From an optimization exercise on the open Yosys and OpenROAD flow, aimed at small area, a short achievable clock period and few clock cycles per item; shortcuts taken in it are not production practice. RTL that was checked went through simulation tests only; none was proved equivalent to the original. Power and IR drop assume default switching activity.

// conv3x3
module conv3x3 (
    input  wire         clk,
    input  wire         rst,
    input  wire         cfg_we,
    input  wire [3:0]   cfg_addr,
    input  wire [31:0]  cfg_wdata,
    input  wire         in_valid,
    output wire         in_ready,
    input  wire [143:0] in_pix,
    input  wire [8:0]   in_mask,
    output wire         out_valid,
    input  wire         out_ready,
    output wire [15:0]  out_pix
);
Size in the first run: about 5,700 cells after synthesis.
==> flow/config.mk <==
export PLATFORM = sky130hd
export DESIGN_NAME = conv3x3
export DESIGN_NICKNAME = conv3x3
export VERILOG_FILES = /design/flow/design.v
export SDC_FILE = /design/flow/constraint.sdc
export NUM_CORES = 4
export LEC_CHECK = 0
export CAP_MARGIN = 20
export CORE_MARGIN = 2
export CORE_UTILIZATION = 60
export PLACE_DENSITY = 0.75
export SLEW_MARGIN = 20
==> flow/constraint.sdc <==
create_clock -name core_clock -period 12.5 [get_ports {clk}]
set_input_delay 2.5000 -clock core_clock [delete_from_list [all_inputs] [get_ports {clk}]]
set_output_delay 2.5000 -clock core_clock [all_outputs]
set_load 0.01 [all_outputs]
standard.sh (not shown) runs the stock make flow with config.mk's settings and CLKGATE_MAP_FILE= SYNTH_SCRIPT=/design/flow/synth_recipe.tcl, a recipe that flattens the netlist after the stock synthesis.
==> flow/flow/run.sh <==
#!/bin/bash
# The standard layout (standard.sh, unchanged synthesis), with two changes in how it
# is made: timing repair aims for 8 ns of extra setup slack, so the resizer keeps
# improving paths past the 12.5 ns constraint, and clock tree synthesis clusters more
# sinks per leaf buffer and inserts no dummy loads. Each tool's output is in standard.log.
set -o pipefail
bash standard.sh SETUP_SLACK_MARGIN=8 \
  "CTS_ARGS=-sink_clustering_enable -repair_clock_nets -sink_clustering_size 25 -sink_clustering_max_diameter 90 -dont_use_dummy_load" \
  finish > standard.log 2>&1
Testbench counts at the start, summed over its fixed seeds: cycles 32,911, items 4,096.
Edit:
==> flow/flow/run.sh (replaced) <==
#!/bin/bash
# The standard layout (standard.sh, unchanged synthesis), with two changes in how it
# is made: timing repair aims for 8.15 ns of extra setup slack, so the resizer keeps
# improving paths past the 12.5 ns constraint, and clock tree synthesis clusters more
# sinks per leaf buffer and inserts no dummy loads. Each tool's output is in standard.log.
set -o pipefail
bash standard.sh SETUP_SLACK_MARGIN=8.15 \
  "CTS_ARGS=-sink_clustering_enable -repair_clock_nets -sink_clustering_size 25 -sink_clustering_max_diameter 90 -dont_use_dummy_load" \
  finish > standard.log 2>&1
- PLACE_DENSITY: 0.75 -> not set
What happened: Total power went up by 4.6%; via count came out lower by 0.52%; setup slack gets worse by 0.031 ns.
Edit:
==> flow/flow/run.sh (replaced) <==
#!/bin/bash
# The standard layout (standard.sh, unchanged synthesis), with two changes in how it
# is made: timing repair aims for 7.8 ns of extra setup slack, so the resizer keeps
# improving paths past the 12.5 ns constraint, and clock tree synthesis clusters more
# sinks per leaf buffer and inserts no dummy loads. Each tool's output is in standard.log.
set -o pipefail
bash standard.sh SETUP_SLACK_MARGIN=7.8 \
  "CTS_ARGS=-sink_clustering_enable -repair_clock_nets -sink_clustering_size 25 -sink_clustering_max_diameter 90 -dont_use_dummy_load" \
  finish > standard.log 2>&1
The new run completed without violations.
Hold slack is about the same.
Setup slack gets worse by 0.13 ns.
Routed wire length goes down by a few percent.
Global-route usage goes down by 1.3 points.
Edit:
==> flow/run.sh (new file) <==
#!/bin/bash
# synth_recipe.tcl (not shown) runs the flow's synth.tcl, then flattens the netlist and writes it again
# the make line also repeats each setting of config.mk as NAME=value (left out here)
make -C /OpenROAD-flow-scripts/flow DESIGN_CONFIG=/design/flow/config.mk WORK_HOME=/design/flow/orfs CLKGATE_MAP_FILE= SYNTH_SCRIPT=/design/flow/synth_recipe.tcl finish
- CTS_CLUSTER_DIAMETER: not set -> 90
- CTS_CLUSTER_SIZE: not set -> 25
- SETUP_SLACK_MARGIN: not set -> 5
removed: flow/flow/run.sh
removed: flow/standard.sh
After rerunning: Sequential cell count stays the same. Global-route usage came out higher by 1.1 points. Wire length goes up slightly.
Edit:
==> flow/flow/run.sh (new file) <==
#!/bin/bash
# The standard layout (standard.sh, unchanged synthesis), with two changes in how it
# is made: timing repair aims for 8 ns of extra setup slack, so the resizer keeps
# improving paths past the 12.5 ns constraint, and clock tree synthesis clusters more
# sinks per leaf buffer and inserts no dummy loads. Each tool's output is in standard.log.
set -o pipefail
bash standard.sh SETUP_SLACK_MARGIN=8 \
  "CTS_ARGS=-sink_clustering_enable -repair_clock_nets -sink_clustering_size 25 -sink_clustering_max_diameter 90 -dont_use_dummy_load" \
  finish > standard.log 2>&1
==> flow/standard.sh (new file) <==
#!/bin/bash
# synth_recipe.tcl (not shown) runs the flow's synth.tcl, then flattens the netlist and writes it again
# the make line also repeats each setting of config.mk as NAME=value (left out here)
make -C /OpenROAD-flow-scripts/flow DESIGN_CONFIG=/design/flow/config.mk WORK_HOME=/design/flow/orfs CLKGATE_MAP_FILE= SYNTH_SCRIPT=/design/flow/synth_recipe.tcl "${@:-finish}"
- CTS_CLUSTER_DIAMETER: 90 -> not set
- CTS_CLUSTER_SIZE: 25 -> not set
- SETUP_SLACK_MARGIN: 5 -> not set
removed: flow/run.sh
Outcome:
- clock-buffer cell count decreases by 13
- fmax increases by a quarter to a third
- non-clock buffer count increases by 128
- core utilization increases by 2.5 points
- power increases by a few percent
- worst hold slack improves by 0.028 ns
- die area stays the same
- cell area increases by a few percent

========
## oak
Another version of the RTL of conv3x3 (not shown whole).
For scale: roughly 5900 cells after synthesis, about 210 I/O pins, ~63000 µm² of cells after synthesis.
export LEC_CHECK = 0
export CAP_MARGIN = 20
export CORE_MARGIN = 2
export CORE_UTILIZATION = 60
export PLACE_DENSITY = 0.75
export SLEW_MARGIN = 20
create_clock -name core_clock -period 12.5 [get_ports {clk}]
==> flow/flow/run.sh <==
#!/bin/bash
# The standard layout (standard.sh, unchanged synthesis), with two changes in how it
# is made: timing repair aims for 8 ns of extra setup slack, so the resizer keeps
# improving paths past the 12.5 ns constraint, and clock tree synthesis clusters more
# sinks per leaf buffer and inserts no dummy loads. Each tool's output is in standard.log.
set -o pipefail
bash standard.sh SETUP_SLACK_MARGIN=8 \
  "CTS_ARGS=-sink_clustering_enable -repair_clock_nets -sink_clustering_size 25 -sink_clustering_max_diameter 90 -dont_use_dummy_load" \
  finish > standard.log 2>&1
Testbench counts of oak, summed over its fixed seeds: cycles 30,821, items 4,096.
Here is what was changed in the inputs of pine compared with oak.
# oak
export LEC_CHECK = 0
export CAP_MARGIN = 20
export CORE_MARGIN = 2
export CORE_UTILIZATION = 60
export PLACE_DENSITY = 0.75
export SLEW_MARGIN = 20
create_clock -name core_clock -period 12.5 [get_ports {clk}]
# pine
export LEC_CHECK = 0
export CAP_MARGIN = 20
export CORE_MARGIN = 2
export CORE_UTILIZATION = 60
export SLEW_MARGIN = 20
create_clock -name core_clock -period 12.5 [get_ports {clk}]
--- outcome ---
- Against oak as the reference, pine delivers a lower area occupied by multi-input gates.
- | non-clock buffer instance count of the final layout | pine vs oak | 25 lower |
- When the final numbers for pine and oak were put side by side, the post-route standard cell area excluding fillers turned out to be smaller in pine.
- In the flow results for pine and oak, the register-to-register slack is smaller on oak.
- On sequential power, oak tracks pine almost exactly.
- Going from oak to pine, total power draw has decreased; placed instance area was more or less identical.
- When pine is measured against oak, its ratio of cells with drive above 1 in the final layout turns out 0.70 points lower.
- pine: sequential share of layout area 0.23 points above oak
- On wire length, oak beats pine.

========
conv3x3, a different RTL version from the one above (not shown whole).
Size: roughly 6,100 cells after synthesis, about 920 flip-flops, about 210 I/O pins.
export LEC_CHECK = 0
export CAP_MARGIN = 20
export CORE_MARGIN = 2
export CORE_UTILIZATION = 70
export SLEW_MARGIN = 20
create_clock -name core_clock -period 12.5 [get_ports {clk}]
==> flow/flow/run.sh <==
#!/bin/bash
# The standard layout (standard.sh, unchanged synthesis), with two changes in how it
# is made: timing repair aims for 8.3 ns of extra setup slack, so the resizer keeps
# improving paths past the 12.5 ns constraint, and clock tree synthesis clusters more
# sinks per leaf buffer and inserts no dummy loads. Each tool's output is in standard.log.
set -o pipefail
bash standard.sh SETUP_SLACK_MARGIN=8.3 \
  "CTS_ARGS=-sink_clustering_enable -repair_clock_nets -sink_clustering_size 25 -sink_clustering_max_diameter 90 -dont_use_dummy_load" \
  finish > standard.log 2>&1
The first run finished clean.
==> next run, changes <==
--- a/flow/flow/run.sh
+++ b/flow/flow/run.sh
@@ -3 +3 @@
-# is made: timing repair aims for 8.3 ns of extra setup slack, so the resizer keeps
+# is made: timing repair aims for 8 ns of extra setup slack, so the resizer keeps
@@ -7 +7 @@
-bash standard.sh SETUP_SLACK_MARGIN=8.3 \
+bash standard.sh SETUP_SLACK_MARGIN=8 \
- CORE_UTILIZATION: 70 -> 60
Result: Critical path depth climbs by 5; design area went down by about 6%; register-to-register slack gains 0.21 ns; core utilization came out lower by 17 points; non-clock buffer count went down by 185; via count is lower by 8.9%; area after synthesis does not change; setup slack improved by 0.21 ns; worst hold slack is about the same; fmax climbs by about 4.3%.
No run of this note included a check of the RTL's function; only the layout flow was run.

what the ideal ports hide:
No port has a modelled driver above. Below, the same layouts with a new extraction and two added sets of constraints.
Step 1, drivers: a clkbuf_16 drives clk and a buf_2 each remaining input, both assumed.
Step 2 adds t to the input delays and takes it off the output delays; t is the mean of the earliest and latest rising clock arrival at the registers after step 1. Input paths then give back, and output paths get back, about the clock's delay inside the block.
Slacks: no drivers / after step 1 / after step 2; pairs: no drivers / after step 1.
run	t (ns)	slack for setup (ns)	worst setup path at the end	clock arrival spread, ns	worst register clock-pin slew, ns
the first run of note 1	0.700	7.903 / 7.903 / 7.448	input to register	0.055 / 0.055	0.10 / 0.10
the second run of note 1	0.724	7.872 / 7.872 / 7.527	input to register	0.075 / 0.074	0.11 / 0.11
the third run of note 1	0.710	7.742 / 7.742 / 7.291	input to register	0.077 / 0.077	0.10 / 0.10
the fourth run of note 1	0.742	6.354 / 6.354 / 6.354	register to register	0.044 / 0.043	0.11 / 0.11
the fifth run of note 1	0.706	7.928 / 7.928 / 7.439	input to register	0.078 / 0.079	0.10 / 0.10
oak	0.720	7.690 / 7.690 / 7.279	input to register	0.075 / 0.074	0.10 / 0.10
pine	0.742	7.754 / 7.754 / 7.338	input to register	0.060 / 0.060	0.11 / 0.11
the first run of note 3	0.744	7.281 / 7.281 / 7.281	register to register	0.073 / 0.074	0.11 / 0.11
the second run of note 3	0.722	7.496 / 7.496 / 7.383	input to register	0.066 / 0.066	0.11 / 0.11
After both steps every run listed still meets setup and hold. For the fifth run of note 1, which loses most, drivers alone change the setup slack by 0.000 ns; drivers and shift together by -0.489 ns.
